Source: an optimization exercise on an open RTL-to-GDS flow (aim: small area). Production flows keep margins and buffers that such runs may drop. In this exercise RTL edits were held to simulation tests only and were not proved equivalent to the original. Power figures rest on the tool's default switching activity, not on a simulated workload.

<file path="flow/design.v">
module dali_classify (
    input  wire [23:0] d,
    input  wire [23:0] te,
    input  wire [5:0]  tol,
    output wire        is_one,
    output wire        is_two
);
    wire [24:0] te2  = {te, 1'b0};
    wire [24:0] diff1 = (d >= te)  ? ({1'b0, d} - {1'b0, te}) : ({1'b0, te} - {1'b0, d});
    wire [24:0] diff2 = ({1'b0, d} >= te2) ? ({1'b0, d} - te2) : (te2 - {1'b0, d});
    wire [31:0] lhs1 = diff1 * 7'd100;
    wire [31:0] lhs2 = diff2 * 7'd100;
    wire [31:0] tolte = te * tol;
    wire [31:0] rhs1 = tolte;
    wire [31:0] rhs2 = {tolte[30:0], 1'b0};
    assign is_one = (lhs1 <= rhs1);
    assign is_two = !is_one && (lhs2 <= rhs2);
endmodule
module dali_bcb (
    input  wire        clk,
    input  wire        rst,
    input  wire        sense_active,
    output wire        drv_active,
    input  wire [31:0] cmd,
    input  wire        cmd_valid,
    output reg  [3:0]  rsp_status,
    output reg  [31:0] rsp_data,
    output wire        irq
);
    localparam [1:0] CAP_OFF = 2'd0, CAP_WAIT = 2'd1, CAP_RUN = 2'd2;
    localparam [1:0] TX_IDLE = 2'd0, TX_SEND = 2'd1, TX_BREAK = 2'd2;
    localparam [1:0] DEC_BITS = 2'd0, DEC_STOP = 2'd1, DEC_DONE = 2'd2;
    localparam [1:0] LK_UNKNOWN = 2'd0, LK_FWD = 2'd1, LK_BWD = 2'd2;
    localparam [2:0] EV_FRAME_RECEIVED = 3'd1, EV_TX_COMPLETED = 3'd2,
                     EV_COLLISION = 3'd3, EV_FRAME_ERROR = 3'd4,
                     EV_BUS_FAILURE = 3'd5;
    localparam [4:0] R_BAD_DURATION = 5'd1, R_NO_START = 5'd2,
                     R_BAD_SYMBOL = 5'd3, R_NO_STOP = 5'd4, R_TRAILING = 5'd5,
                     R_NONSTANDARD = 5'd6, R_LEN_MISMATCH = 5'd8,
                     R_DATA_MISMATCH = 5'd9, R_ECHO_TIMEOUT = 5'd10;
    localparam [3:0] ST_OK = 4'd0, ST_ILLEGAL = 4'd1, ST_BAD_ARG = 4'd2,
                     ST_FULL = 4'd3, ST_BUSY = 4'd4, ST_DISABLED = 4'd5;
    localparam [23:0] SAT24 = 24'hFFFFFF;
    reg [23:0] cfg_te, cfg_tol, cfg_long_idle, cfg_busfail;
    reg [23:0] cfg_gap_fwd, cfg_gap_bwd, cfg_echo_to, cfg_break;
    reg        ctrl_en, ctrl_irq_en;
    reg [31:0] now;
    reg        line;
    reg [31:0] last_edge;
    reg [23:0] idle_cnt;
    reg [1:0]  last_kind;
    reg [1:0]  cap;
    reg        run_level;
    reg [23:0] run_len;
    reg        run_first;       
    reg [1:0]  dec_st;
    reg        dec_start;       
    reg        dec_half;        
    reg        dec_a;           
    reg [5:0]  dec_n;           
    reg [23:0] dec_v;           
    reg [4:0]  dec_err;         
    reg [1:0]  txs;
    reg [23:0] tx_d;
    reg [1:0]  tx_len;          
    reg [5:0]  tx_hb;           
    reg [23:0] tx_cnt;          
    reg [23:0] brk_rem;
    reg        pv;
    reg [23:0] pd;
    reg [1:0]  pn;
    reg [31:0] pt;
    reg [25:0] txq_mem [0:3];
    reg [1:0]  txq_head, txq_tail;
    reg [2:0]  txq_cnt;
    reg [31:0] evq_mem [0:15];
    reg [3:0]  evq_head, evq_tail;
    reg [4:0]  evq_cnt;
    reg        evq_ovf;
    wire [5:0] tx_nbits = {1'b0, tx_len + 2'd1, 3'b000};
    wire [5:0] tx_bitpos = tx_nbits - 6'd1 - ((tx_hb - 6'd2) >> 1);
    reg        send_level;
    always @* begin
        if (tx_hb == 6'd0)
            send_level = 1'b1;
        else if (tx_hb == 6'd1)
            send_level = 1'b0;
        else if (tx_hb < tx_nbits + tx_nbits + 6'd2)
            send_level = tx_d[tx_bitpos[4:0]] ^ tx_hb[0];
        else
            send_level = 1'b0;
    end
    assign drv_active = !rst && ((txs == TX_BREAK) || (txs == TX_SEND && send_level));
    assign irq = !rst && ctrl_irq_en && (evq_cnt != 5'd0);
    wire s = sense_active;
    wire cls_one, cls_two;
    dali_classify u_classify (
        .d(run_len), .te(cfg_te), .tol(cfg_tol[5:0]),
        .is_one(cls_one), .is_two(cls_two)
    );
    wire [47:0] jc_two_max = {cfg_te, 1'b0} * (24'd100 + cfg_tol);
    wire [47:0] jc_li      = cfg_long_idle * 7'd100;
    wire [47:0] jc_bf      = cfg_busfail * 7'd100;
    wire [47:0] jc_echo    = cfg_te * 6'd52 + cfg_long_idle;
    wire joint_ok = (jc_li > jc_two_max) && (jc_bf > jc_two_max) &&
                    (cfg_gap_fwd >= cfg_long_idle) &&
                    (cfg_gap_bwd > cfg_gap_fwd) &&
                    ({24'd0, cfg_echo_to} > jc_echo);
    reg [23:0] n_cfg_te, n_cfg_tol, n_cfg_long_idle, n_cfg_busfail;
    reg [23:0] n_cfg_gap_fwd, n_cfg_gap_bwd, n_cfg_echo_to, n_cfg_break;
    reg        n_ctrl_en, n_ctrl_irq_en;
    reg [31:0] n_now, n_last_edge;
    reg        n_line;
    reg [23:0] n_idle_cnt;
    reg [1:0]  n_last_kind;
    reg [1:0]  n_cap;
    reg        n_run_level, n_run_first;
    reg [23:0] n_run_len;
    reg [1:0]  n_dec_st;
    reg        n_dec_start, n_dec_half, n_dec_a;
    reg [5:0]  n_dec_n;
    reg [23:0] n_dec_v;
    reg [4:0]  n_dec_err;
    reg [1:0]  n_txs;
    reg [23:0] n_tx_d, n_tx_cnt, n_brk_rem;
    reg [1:0]  n_tx_len;
    reg [5:0]  n_tx_hb;
    reg        n_pv;
    reg [23:0] n_pd;
    reg [1:0]  n_pn;
    reg [31:0] n_pt;
    reg [1:0]  n_txq_head, n_txq_tail;
    reg [2:0]  n_txq_cnt;
    reg        txq_we;
    reg [25:0] txq_wdata;
    reg [3:0]  n_evq_head, n_evq_tail;
    reg [4:0]  n_evq_cnt;
    reg        n_evq_ovf;
    reg        evq_we;
    reg [31:0] evq_wdata;
    reg [3:0]  n_rsp_status;
    reg [31:0] n_rsp_data;
    reg        pulse_done;      
    reg        pulse_level;
    reg [1:0]  nsym;
    reg        sym_bad;
    reg        burst_end, end_idle, end_busfail_first;
    integer    k;
    reg        r_busfail, r_err, r_frame;
    reg [4:0]  r_reason;
    reg [5:0]  r_n;
    reg [23:0] r_v;
    reg        emit;
    reg [31:0] emit_word;
    reg [1:0]  r_len;
    reg        r_std;
    reg [23:0] gap;
    reg [3:0]  idx;
    reg [23:0] val;
    reg [23:0] cfg_rd;
    reg [25:0] txq_top;
    always @* begin
        n_cfg_te = cfg_te; n_cfg_tol = cfg_tol; n_cfg_long_idle = cfg_long_idle;
        n_cfg_busfail = cfg_busfail; n_cfg_gap_fwd = cfg_gap_fwd;
        n_cfg_gap_bwd = cfg_gap_bwd; n_cfg_echo_to = cfg_echo_to;
        n_cfg_break = cfg_break; n_ctrl_en = ctrl_en; n_ctrl_irq_en = ctrl_irq_en;
        n_now = now; n_last_edge = last_edge; n_line = line;
        n_idle_cnt = idle_cnt; n_last_kind = last_kind;
        n_cap = cap; n_run_level = run_level; n_run_first = run_first;
        n_run_len = run_len;
        n_dec_st = dec_st; n_dec_start = dec_start; n_dec_half = dec_half;
        n_dec_a = dec_a; n_dec_n = dec_n; n_dec_v = dec_v; n_dec_err = dec_err;
        n_txs = txs; n_tx_d = tx_d; n_tx_len = tx_len; n_tx_hb = tx_hb;
        n_tx_cnt = tx_cnt; n_brk_rem = brk_rem;
        n_pv = pv; n_pd = pd; n_pn = pn; n_pt = pt;
        n_txq_head = txq_head; n_txq_tail = txq_tail; n_txq_cnt = txq_cnt;
        txq_we = 1'b0; txq_wdata = 26'd0;
        n_evq_head = evq_head; n_evq_tail = evq_tail; n_evq_cnt = evq_cnt;
        n_evq_ovf = evq_ovf; evq_we = 1'b0; evq_wdata = 32'd0;
        n_rsp_status = rsp_status; n_rsp_data = rsp_data;
        pulse_done = 1'b0; pulse_level = 1'b0; nsym = 2'd0; sym_bad = 1'b0;
        burst_end = 1'b0; end_idle = 1'b0; end_busfail_first = 1'b0;
        r_busfail = 1'b0; r_err = 1'b0; r_frame = 1'b0;
        r_reason = 5'd0; r_n = 6'd0; r_v = 24'd0;
        emit = 1'b0; emit_word = 32'd0; r_len = 2'd0; r_std = 1'b0;
        gap = 24'd0; idx = 4'd0; val = 24'd0; cfg_rd = 24'd0;
        if (s != line)
            n_last_edge = now;
        if (s)
            n_idle_cnt = 24'd0;
        else if (idle_cnt != SAT24)
            n_idle_cnt = idle_cnt + 24'd1;
        n_line = s;
        if (cap == CAP_WAIT) begin
            if (s) begin
                n_cap = CAP_RUN;
                n_run_level = 1'b1;
                n_run_len = 24'd1;
                n_run_first = 1'b1;
                n_dec_st = DEC_BITS;
                n_dec_start = 1'b1;
                n_dec_half = 1'b0;
                n_dec_a = 1'b0;
                n_dec_n = 6'd0;
                n_dec_v = 24'd0;
                n_dec_err = 5'd0;
            end
        end else if (cap == CAP_RUN) begin
            if (s == run_level) begin
                if (run_len != SAT24)
                    n_run_len = run_len + 24'd1;
            end else begin
                pulse_done = 1'b1;
                pulse_level = run_level;
                n_run_level = s;
                n_run_len = 24'd1;
                n_run_first = 1'b0;
            end
            if (!n_run_level && n_run_len >= cfg_long_idle) begin
                burst_end = 1'b1;
                end_idle = 1'b1;
            end else if (n_run_level && n_run_len >= cfg_busfail) begin
                burst_end = 1'b1;
                if (n_run_first)
                    end_busfail_first = 1'b1;
                else begin
                    pulse_done = 1'b1;
                    pulse_level = 1'b1;
                end
            end
        end
        if (pulse_done) begin
            if (burst_end) begin
                nsym = 2'd1;
                sym_bad = 1'b1;      
            end else if (cls_one)
                nsym = 2'd1;
            else if (cls_two)
                nsym = 2'd2;
            else begin
                nsym = 2'd1;
                sym_bad = 1'b1;
            end
        end
        for (k = 0; k < 2; k = k + 1) begin
            if (k < nsym) begin
                case (n_dec_st)
                    DEC_BITS: begin
                        if (!n_dec_half) begin
                            if (sym_bad) begin
                                n_dec_st = DEC_DONE;
                                n_dec_err = R_BAD_DURATION;
                            end else begin
                                n_dec_half = 1'b1;
                                n_dec_a = pulse_level;
                            end
                        end else begin
                            n_dec_half = 1'b0;
                            if (sym_bad) begin
                                n_dec_st = DEC_DONE;
                                n_dec_err = R_BAD_DURATION;
                            end else if (n_dec_start) begin
                                if (n_dec_a && !pulse_level)
                                    n_dec_start = 1'b0;
                                else begin
                                    n_dec_st = DEC_DONE;
                                    n_dec_err = R_NO_START;
                                end
                            end else if (n_dec_a != pulse_level) begin
                                n_dec_v = {n_dec_v[22:0], n_dec_a};
                                n_dec_n = n_dec_n + 6'd1;
                                if (n_dec_n == 6'd32) begin
                                    n_dec_st = DEC_DONE;
                                    n_dec_err = 5'd0;
                                end
                            end else if (!n_dec_a) begin
                                n_dec_st = DEC_STOP;
                            end else begin
                                n_dec_st = DEC_DONE;
                                n_dec_err = R_BAD_SYMBOL;
                            end
                        end
                    end
                    DEC_STOP: begin
                        n_dec_st = DEC_DONE;
                        n_dec_err = R_TRAILING;
                    end
                    default: ;
                endcase
            end
        end
        if (burst_end) begin
            n_cap = CAP_WAIT;
            r_v = n_dec_v;
            r_n = n_dec_n;
            if (end_busfail_first) begin
                r_busfail = 1'b1;
            end else if (n_dec_st == DEC_DONE) begin
                if (n_dec_err == 5'd0) r_frame = 1'b1;
                else begin r_err = 1'b1; r_reason = n_dec_err; end
            end else if (n_dec_st == DEC_STOP) begin
                r_frame = 1'b1;
            end else if (!end_idle) begin
                r_err = 1'b1;
                r_reason = R_NO_STOP;
            end else if (n_dec_start) begin
                if (n_dec_half && n_dec_a) r_frame = 1'b1;    
                else begin r_err = 1'b1; r_reason = R_NO_START; end
            end else begin
                r_frame = 1'b1;
                if (n_dec_half && n_dec_a) begin
                    r_v = {n_dec_v[22:0], 1'b1};
                    r_n = n_dec_n + 6'd1;
                end
            end
            r_len = (r_n == 6'd8) ? 2'd0 : (r_n == 6'd16) ? 2'd1 : 2'd2;
            r_std = (r_n == 6'd8) || (r_n == 6'd16) || (r_n == 6'd24);
            if (pv) begin
                emit = 1'b1;
                n_pv = 1'b0;
                n_last_kind = LK_UNKNOWN;
                if (r_busfail) begin
                    emit_word = {EV_BUS_FAILURE, 5'd1, 24'd0};
                    if (txs == TX_SEND) n_txs = TX_IDLE;
                end else if (r_err) begin
                    emit_word = {EV_COLLISION, r_reason, 24'd0};
                end else if (!r_std || r_len != pn) begin
                    emit_word = {EV_COLLISION, R_LEN_MISMATCH, 18'd0, r_n};
                end else if (r_v != pd) begin
                    emit_word = {EV_COLLISION, R_DATA_MISMATCH, r_v};
                end else begin
                    emit_word = {EV_TX_COMPLETED, 2'b00, pn == 2'd0, pn, pd};
                    n_last_kind = (pn == 2'd0) ? LK_BWD : LK_FWD;
                end
            end else begin
                if (r_busfail) begin
                    emit = 1'b1;
                    emit_word = {EV_BUS_FAILURE, 5'd0, 24'd0};
                    n_last_kind = LK_UNKNOWN;
                end else if (r_err) begin
                    emit = 1'b1;
                    emit_word = {EV_FRAME_ERROR, r_reason, 24'd0};
                    n_last_kind = LK_UNKNOWN;
                end else if (r_frame) begin
                    emit = 1'b1;
                    if (r_std) begin
                        emit_word = {EV_FRAME_RECEIVED, 2'b00, r_n == 6'd8, r_len, r_v};
                        n_last_kind = (r_n == 6'd8) ? LK_BWD : LK_FWD;
                    end else begin
                        emit_word = {EV_FRAME_ERROR, R_NONSTANDARD, 18'd0, r_n};
                        n_last_kind = LK_UNKNOWN;
                    end
                end
            end
        end
        if (n_pv && ((now - pt) >= {8'd0, cfg_echo_to})) begin
            emit = 1'b1;
            emit_word = {EV_COLLISION, R_ECHO_TIMEOUT, 24'd0};
            n_pv = 1'b0;
            n_last_kind = LK_UNKNOWN;
        end
        if (emit) begin
            if (evq_cnt != 5'd16) begin
                evq_we = 1'b1;
                evq_wdata = emit_word;
                n_evq_tail = evq_tail + 4'd1;
                n_evq_cnt = evq_cnt + 5'd1;
            end else
                n_evq_ovf = 1'b1;
        end
        if (n_txs == TX_SEND) begin
            if (tx_cnt + 24'd1 == cfg_te) begin
                n_tx_cnt = 24'd0;
                if (tx_hb == tx_nbits + tx_nbits + 6'd3)
                    n_txs = TX_IDLE;
                else
                    n_tx_hb = tx_hb + 6'd1;
            end else
                n_tx_cnt = tx_cnt + 24'd1;
        end else if (n_txs == TX_BREAK) begin
            if (brk_rem == 24'd1) begin
                n_txs = TX_IDLE;
                n_cap = CAP_WAIT;
                n_last_kind = LK_UNKNOWN;
            end else
                n_brk_rem = brk_rem - 24'd1;
        end
        gap = (n_last_kind == LK_FWD) ? cfg_gap_fwd : cfg_gap_bwd;
        txq_top = txq_mem[txq_head];
        if (ctrl_en && n_txs == TX_IDLE && !n_pv && txq_cnt != 3'd0 &&
            n_cap == CAP_WAIT && !n_line && n_idle_cnt >= gap) begin
            n_txq_head = txq_head + 2'd1;
            n_txq_cnt = txq_cnt - 3'd1;
            n_txs = TX_SEND;
            n_tx_d = txq_top[23:0];
            n_tx_len = txq_top[25:24];
            n_tx_hb = 6'd0;
            n_tx_cnt = 24'd0;
            n_pv = 1'b1;
            n_pd = txq_top[23:0];
            n_pn = txq_top[25:24];
            n_pt = now + 32'd1;
        end
        n_now = now + 32'd1;
        if (cmd_valid) begin
            idx = cmd[27:24];
            val = cmd[23:0];
            n_rsp_status = ST_OK;
            n_rsp_data = 32'd0;
            case (cmd[31:28])
                4'h0: if (cmd[27:0] != 28'd0) n_rsp_status = ST_ILLEGAL;
                4'h1: begin
                    if (cmd[27:26] != 2'd0 || cmd[25:24] == 2'd3)
                        n_rsp_status = ST_ILLEGAL;
                    else if (!ctrl_en)
                        n_rsp_status = ST_DISABLED;
                    else if ((cmd[25:24] == 2'd0 && val[23:8] != 16'd0) ||
                             (cmd[25:24] == 2'd1 && val[23:16] != 8'd0))
                        n_rsp_status = ST_BAD_ARG;
                    else if (n_txq_cnt == 3'd4)
                        n_rsp_status = ST_FULL;
                    else begin
                        txq_we = 1'b1;
                        txq_wdata = {cmd[25:24], val};
                        n_txq_tail = txq_tail + 2'd1;
                        n_txq_cnt = n_txq_cnt + 3'd1;
                        n_rsp_data = {29'd0, n_txq_cnt};
                    end
                end
                4'h2: begin
                    if (cmd[27:0] != 28'd0)
                        n_rsp_status = ST_ILLEGAL;
                    else if (!ctrl_en)
                        n_rsp_status = ST_DISABLED;
                    else if (n_txs != TX_IDLE || n_pv)
                        n_rsp_status = ST_BUSY;
                    else begin
                        n_txs = TX_BREAK;
                        n_brk_rem = cfg_break;
                        n_cap = CAP_OFF;
                    end
                end
                4'h3: begin
                    if (cmd[27:0] != 28'd0)
                        n_rsp_status = ST_ILLEGAL;
                    else if (n_evq_cnt != 5'd0) begin
                        n_rsp_data = (evq_cnt == 5'd0) ? evq_wdata : evq_mem[evq_head];
                        n_evq_head = evq_head + 4'd1;
                        n_evq_cnt = n_evq_cnt - 5'd1;
                    end
                end
                4'h4: begin
                    if (cmd[27:0] != 28'd0)
                        n_rsp_status = ST_ILLEGAL;
                    else begin
                        n_rsp_data = {27'd0, n_evq_cnt};
                        n_evq_head = n_evq_tail;
                        n_evq_cnt = 5'd0;
                    end
                end
                4'h5: begin
                    if (cmd[27:0] != 28'd0)
                        n_rsp_status = ST_ILLEGAL;
                    else begin
                        n_rsp_data[0]     = ctrl_en;
                        n_rsp_data[1]     = (n_txs == TX_SEND);
                        n_rsp_data[2]     = (n_txs == TX_BREAK);
                        n_rsp_data[3]     = n_pv;
                        n_rsp_data[4]     = n_line;
                        n_rsp_data[5]     = !n_line && n_idle_cnt >= gap;
                        n_rsp_data[6]     = (n_cap == CAP_RUN);
                        n_rsp_data[7]     = n_evq_ovf;
                        n_rsp_data[9:8]   = n_last_kind;
                        n_rsp_data[15:12] = {1'b0, n_txq_cnt};
                        n_rsp_data[23:16] = {3'd0, n_evq_cnt};
                        n_rsp_data[24]    = ctrl_irq_en && (n_evq_cnt != 5'd0);
                    end
                end
                4'h6: begin
                    if (idx >= 4'd9)
                        n_rsp_status = ST_ILLEGAL;
                    else if (idx == 4'd8) begin
                        if (val[23:2] != 22'd0)
                            n_rsp_status = ST_BAD_ARG;
                        else if (!ctrl_en && val[0] && !joint_ok)
                            n_rsp_status = ST_BAD_ARG;
                        else begin
                            n_ctrl_en = val[0];
                            n_ctrl_irq_en = val[1];
                            if (!ctrl_en && val[0]) begin
                                n_cap = CAP_WAIT;
                                n_last_kind = LK_UNKNOWN;
                            end
                            if (ctrl_en && !val[0]) begin
                                n_txs = TX_IDLE;
                                n_cap = CAP_OFF;
                                n_pv = 1'b0;
                                n_txq_head = 2'd0;
                                n_txq_tail = 2'd0;
                                n_txq_cnt = 3'd0;
                            end
                        end
                    end else begin
                        if (ctrl_en)
                            n_rsp_status = ST_BUSY;
                        else if (idx == 4'd1 && val > 24'd33)
                            n_rsp_status = ST_BAD_ARG;
                        else if (idx != 4'd1 && val == 24'd0)
                            n_rsp_status = ST_BAD_ARG;
                        else begin
                            case (idx[2:0])
                                3'd0: n_cfg_te = val;
                                3'd1: n_cfg_tol = val;
                                3'd2: n_cfg_long_idle = val;
                                3'd3: n_cfg_busfail = val;
                                3'd4: n_cfg_gap_fwd = val;
                                3'd5: n_cfg_gap_bwd = val;
                                3'd6: n_cfg_echo_to = val;
                                default: n_cfg_break = val;
                            endcase
                        end
                    end
                end
                4'h7: begin
                    if (idx >= 4'd9 || val != 24'd0)
                        n_rsp_status = ST_ILLEGAL;
                    else begin
                        case (idx)
                            4'd0: cfg_rd = cfg_te;
                            4'd1: cfg_rd = cfg_tol;
                            4'd2: cfg_rd = cfg_long_idle;
                            4'd3: cfg_rd = cfg_busfail;
                            4'd4: cfg_rd = cfg_gap_fwd;
                            4'd5: cfg_rd = cfg_gap_bwd;
                            4'd6: cfg_rd = cfg_echo_to;
                            4'd7: cfg_rd = cfg_break;
                            default: cfg_rd = {22'd0, ctrl_irq_en, ctrl_en};
                        endcase
                        n_rsp_data = {8'd0, cfg_rd};
                    end
                end
                4'h8: begin
                    if (cmd[27:1] != 27'd0)
                        n_rsp_status = ST_ILLEGAL;
                    else if (cmd[0])
                        n_evq_ovf = 1'b0;
                end
                4'h9: begin
                    if (cmd[27:1] != 27'd0)
                        n_rsp_status = ST_ILLEGAL;
                    else
                        n_rsp_data = cmd[0] ? n_last_edge : n_now;
                end
                default: n_rsp_status = ST_ILLEGAL;
            endcase
        end
    end
    always @(posedge clk) begin
        if (rst) begin
            cfg_te <= 24'd417;
            cfg_tol <= 24'd20;
            cfg_long_idle <= 24'd1668;
            cfg_busfail <= 24'd500000;
            cfg_gap_fwd <= 24'd9174;
            cfg_gap_bwd <= 24'd13500;
            cfg_echo_to <= 24'd43368;
            cfg_break <= 24'd1300;
            ctrl_en <= 1'b0;
            ctrl_irq_en <= 1'b0;
            now <= 32'd0;
            line <= 1'b0;
            last_edge <= 32'd0;
            idle_cnt <= 24'd0;
            last_kind <= LK_UNKNOWN;
            cap <= CAP_OFF;
            txs <= TX_IDLE;
            pv <= 1'b0;
            txq_head <= 2'd0;
            txq_tail <= 2'd0;
            txq_cnt <= 3'd0;
            evq_head <= 4'd0;
            evq_tail <= 4'd0;
            evq_cnt <= 5'd0;
            evq_ovf <= 1'b0;
            rsp_status <= 4'd0;
            rsp_data <= 32'd0;
        end else begin
            cfg_te <= n_cfg_te;
            cfg_tol <= n_cfg_tol;
            cfg_long_idle <= n_cfg_long_idle;
            cfg_busfail <= n_cfg_busfail;
            cfg_gap_fwd <= n_cfg_gap_fwd;
            cfg_gap_bwd <= n_cfg_gap_bwd;
            cfg_echo_to <= n_cfg_echo_to;
            cfg_break <= n_cfg_break;
            ctrl_en <= n_ctrl_en;
            ctrl_irq_en <= n_ctrl_irq_en;
            now <= n_now;
            line <= n_line;
            last_edge <= n_last_edge;
            idle_cnt <= n_idle_cnt;
            last_kind <= n_last_kind;
            cap <= n_cap;
            txs <= n_txs;
            pv <= n_pv;
            txq_head <= n_txq_head;
            txq_tail <= n_txq_tail;
            txq_cnt <= n_txq_cnt;
            evq_head <= n_evq_head;
            evq_tail <= n_evq_tail;
            evq_cnt <= n_evq_cnt;
            evq_ovf <= n_evq_ovf;
            rsp_status <= n_rsp_status;
            rsp_data <= n_rsp_data;
        end
    end
    always @(posedge clk) begin
        run_level <= n_run_level;
        run_len <= n_run_len;
        run_first <= n_run_first;
        dec_st <= n_dec_st;
        dec_start <= n_dec_start;
        dec_half <= n_dec_half;
        dec_a <= n_dec_a;
        dec_n <= n_dec_n;
        dec_v <= n_dec_v;
        dec_err <= n_dec_err;
        tx_d <= n_tx_d;
        tx_len <= n_tx_len;
        tx_hb <= n_tx_hb;
        tx_cnt <= n_tx_cnt;
        brk_rem <= n_brk_rem;
        pd <= n_pd;
        pn <= n_pn;
        pt <= n_pt;
        if (!rst && txq_we)
            txq_mem[txq_tail] <= txq_wdata;
        if (!rst && evq_we)
            evq_mem[evq_tail] <= evq_wdata;
    end
endmodule
</file>
<file path="flow/run.sh">
#!/bin/bash
# synth_recipe.tcl (not shown) runs the flow's synth.tcl, then flattens the netlist and writes it again
# the make line also repeats each setting of config.mk as NAME=value (left out here)
make -C /OpenROAD-flow-scripts/flow DESIGN_CONFIG=/design/flow/config.mk WORK_HOME=/design/flow/orfs CLKGATE_MAP_FILE= SYNTH_SCRIPT=/design/flow/synth_recipe.tcl finish
</file>
<file path="flow/config.mk">
export PLATFORM = sky130hd
export DESIGN_NAME = dali_bcb
export DESIGN_NICKNAME = dali_bcb
export VERILOG_FILES = /design/flow/design.v
export SDC_FILE = /design/flow/constraint.sdc
export NUM_CORES = 4
export LEC_CHECK = 0
export CAP_MARGIN = 20
export CORE_MARGIN = 2
export CORE_UTILIZATION = 40
export SLEW_MARGIN = 20
</file>
<file path="flow/constraint.sdc">
create_clock -name core_clock -period 30.0 [get_ports {clk}]
set_input_delay 6.0000 -clock core_clock [delete_from_list [all_inputs] [get_ports {clk}]]
set_output_delay 6.0000 -clock core_clock [all_outputs]
set_load 0.01 [all_outputs]
</file>
==> metrics.md <==
| Metric | Value |
|---|---|
| Status | `no timing/DRC/antenna violations` |
| CP Launch Type | `flop` |
| WL/cell | `25.4 um` |
| CP peak stage delay | `0.77 ns` |
| Worst-skew pair later-pin latency | `0.80 ns` |
| Vias in the first global route | `a little under 80000` |
| Compound-Gate Fraction of Synth Area | `between 10 and 15%` |
| CTS sink count | `about 1100` |
| Tcrit/Tclk final | `about 78%` |
| Global route overflow | `0` |
| Critical setup path kind | `flop to flop` |
| RD Place Congestion | `between 0.9 and 1` |
| Die area | `between 0.2 and 0.3 mm2` |
| Post-Synth Adder-Cell Area | `approximately 27%` |
| CP Data Arrival Time | `24.17 ns` |
| Tightest Hold Check Type | `flop to flop` |
| Postcts setup bufs | `0` |
| Critical Path RT | `between 30 and 40 ns` |
| Clock-pin transition on the worst setup and hold timing paths | `about 0.06 ns` |
| Ys async rst share | `0%` |
| Post-synthesis mux area share | `5.83%` |
| Num CTS Buffers | `approximately 120` |
| Sequential fraction of the synthesis area | `roughly 30%` |
| Top_reg_cell synth | `edfxtp_1` |
| Crit. End Element | `flop` |
| Worst Hold Endpoint | `rsp_status[2]$_SDFFE_PP0P_` |
| Peak supply drop | `0.0000589 V` |
| CTS Buffer Depth | `3` |
| FF+latch area | `0.0300 mm2` |
| Post-synth top area cell | `edfxtp_1` |
| CP most frequent cell | `a21o_1` |
| Cell Area, Synth | `between 0.1 and 0.15 mm2` |
| Post-synth net total | `around 12000` |
| Multi-input gate area | `0.0641 mm2` |
| Cell Rows | `approximately 180` |
| Hold path depth | `2` |
| Global-route wire length before repair | `about 510 mm` |
| Post-synth EDFFs | `700` |
| Number of vias per cell | `approximately 5.8` |
| Minimum clock period | `about 24 ns` |
| Worst hold start | `rsp_status[2]$_SDFFE_PP0P_` |
| Final TNS setup | `0 ns` |
| Layout cells sized above 1 | `slightly above 7%` |
| First-pass DRT Iterations | `9` |
| Main combinational cell family by area after synthesis | `adder cells` |
| Die W | `505 um` |
| IO Pins | `74` |
| Seq cells post-synth | `1144` |
| Cell family with most CP delay | `compound AO/OA/AOI/OAI gates` |
| Mapped Cells | `between 10000 and 15000` |
| Unrepaired setup endpoints after global routing | `no` |
| Worst r2r src | `cfg_te[1]$_SDFFE_PP0P_` |
| Slowest-stage cell, CP | `xnor2_1` |
| Worst Skew | `around 0.066 ns` |
| Top post-synthesis cells by area | `edfxtp_1 (21%), fa_1 (14%), ha_1 (13%)` |
| Core Box Area | `0.249 mm2` |
| Critical path buffers and inverters | `7` |
| Distinct cells, synth | `roughly 120` |
| Die H | `505 um` |
| Initial antenna violation count | `12` |
| RR Endpoint | `rsp_data[0]$_SDFFE_PP0P_` |
| Power per cell area | `between 30 and 40 mW/mm2` |
| Avg Synthesized Cell Area | `around 9.7 um2` |
| Nets | `around 12000` |
| Antenna Nets Post-Route | `0` |
| Dpl hpwl | `263 mm` |
| Post-CTS sizing | `0` |
| Slew margin rel. | `23.9%` |
| CTS H-tree lvls | `3` |
| Max Cap Viol | `0` |
| CTS tree | `built` |
| Worst-Margin Slew | `roughly 1.1 ns` |
| Post-synth top area share | `a little over a fifth` |
| Port bufs | `between 70 and 80` |
| Initial Util | `approximately two fifths` |
| Hold Vio Cnt, Final | `0` |
| Power after layout | `3410 uW` |
| Post-CTS Hold Buffers | `0` |
| Synth Area in XOR/XNOR | `around 4%` |
| DR iter-0 viols | `8490` |
| Final Max Slew Viols | `0` |
| Most common cell in the netlist | `inv_1` |
| Fmax | `~0.042 GHz` |
| Routed WL | `~350 mm` |
| Largest net degree at the start of global routing | `a little over 100` |
| DRC | `0` |
| Simple-gate share of the synthesized area | `between 10% and 20%` |
| Area Growth Syn to Fin | `8.97%` |
| Clock Tree Root | `clkbuf_16` |
| R2r setup slk | `around 6.5 ns` |
| Fill cells | `roughly 24000` |
| Synth Warn # | `1` |
| Peak fanout along the critical path | `40` |
| Via count | `between 70000 and 80000` |
| Post-synth top cells | `inv_1 (1285), nand2_1 (1240), ha_1 (1032)` |
| Final setup violation count | `0` |
| Worst r2r path cells | `93` |
| Pleak | `around 0.046 uW` |
| Overall routing resource usage | `around 27%` |
## registers in the layout, summed over array words and instances, names as in the netlist, 6 cells and up, named ones only
name and count:
dec_n 6, dec_v 24, cfg_tol 24, pd 24, last_edge 32, cfg_gap_fwd 24
brk_rem 24, cfg_long_idle 24, cfg_busfail 24, txq_mem 104, cfg_te 24, run_len 24
cfg_break 24, now 32, tx_cnt 24, pt 32, cfg_echo_to 24, evq_mem 512
rsp_data 32, idle_cnt 24, tx_hb 6, cfg_gap_bwd 24
## placed cells by master (no fill, tap or decap), types with 306 or more instances in the layout
master / Yosys / routed
inv_1: 1285 / 1285
nand2_1: 1240 / 1240
ha_1: 1032 / 1032
edfxtp_1: 700 / 700
fa_1: 697 / 697
a21oi_1: 572 / 568
nor2_1: 558 / 551
dfxtp_1: 444 / 414
and2_1: 363 / 347
o21ai_0: 307 / 306
## worst max path at each step
stage	startpoint	end	slack, ns	cells after the start
after floorplan	cfg_te[1]$_SDFFE_PP0P_	txq_mem[0][0]$_DFFE_PP_	9.78	95
after global placement	cfg_te[1]$_SDFFE_PP0P_	rsp_data[0]$_SDFFE_PP0P_	7.10	93
after CTS	cfg_te[1]$_SDFFE_PP0P_	rsp_data[0]$_SDFFE_PP0P_	6.77	93
final	cfg_te[1]$_SDFFE_PP0P_	rsp_data[0]$_SDFFE_PP0P_	6.47	93
after global routing	cfg_te[1]$_SDFFE_PP0P_	rsp_data[0]$_SDFFE_PP0P_	4.90	93
after detailed placement	cfg_te[1]$_SDFFE_PP0P_	rsp_data[0]$_SDFFE_PP0P_	6.85	93
## metrics by stage
stage                     hold WS (ns)  worst slack (ns)  utilization, %  area [um2]  cells
after global routing             0.508              4.90            43.9      109000  13689
after detailed placement         0.455              6.85            42.2      105000  13465
after CTS                        0.480              6.77            43.9      109000  13686
final                            0.475              6.47            43.9      109000  13692
after global placement           0.443              7.10            42.2      105000  13464
after floorplan                  0.429              9.78               -      100000  10360
## power by group
| part | leakage, uW | internal (uW) | switching, uW | total (uW) |
|---|---|---|---|---|
| registers | 0.00964 | 1650 | 5.82 | 1660 |
| logic | 0.0344 | 55.7 | 116 | 172 |
| clock network | 0.00203 | 908 | 669 | 1580 |
| total | 0.0461 | 2620 | 791 | 3410 |
## cells by family after synthesis
logic type,after synthesis
adder cells (fa/ha/maj),1729
XOR/XNOR,457
other,1
multiplexers,340
buffers and inverters,1752
AO/OA/AOI/OAI,1829
AND/OR/NAND/NOR,3108
flip-flops,1144
## metal layers
layer,global-route usage [%],vias up,wire length [um]
met5,0,-,0
met2,40.3,3473,149000
met1,38.9,39431,154000
li1,-,35467,-
met3,4.15,531,30200
met4,10.3,0,14800
## final cells by class
type / instances / share of cell area (%)
sequential: 1144 / 27.4
clock inverter: 65 / 0.810
inverter: 1287 / 4.42
antenna: 4 / 0.00916
tap: 3330 / 3.81
clock buffer: 156 / 3.05
timing repair buffer: 242 / 1.84
multi-input combinational: 7464 / 58.6
## worst register-to-register path: cells and delay by family, from the launching register on
kind,cells,cell delay [ns]
buf+inv,7,1.96
compound gates,56,11.74
mux,2,0.69
fa+ha+maj,10,3.50
xor+xnor,5,2.02
flops,1,0.31
simple gates,13,3.21

[port drivers added, routing unchanged]
The results above use ideal ports. As a check the final layout listed here was re-extracted and re-timed, cells and wires unchanged.
Step 1: set_driving_cell puts a clkbuf_16 on clk and a buf_2 on each other input, an assumption about the parent block.
Step 2 times the ports against the registers' clock, not the clock port: input delays grow and output delays shrink by t, the midpoint of the rising clock arrivals with the driver on.
Slacks: ideal ports / drivers / drivers and shift; pairs: ideal ports / drivers.
shift t [ns]: 0.840
setup WS [ns]: 6.469 / 6.469 / 6.469
slew at the worst register clock pin (ns): 0.07 / 0.07
worst slew at a driven data input, ns: 0.05
After both steps this run still meets setup and hold. For this run, drivers alone change the setup slack by 0.000 ns; drivers and shift together by 0.000 ns.
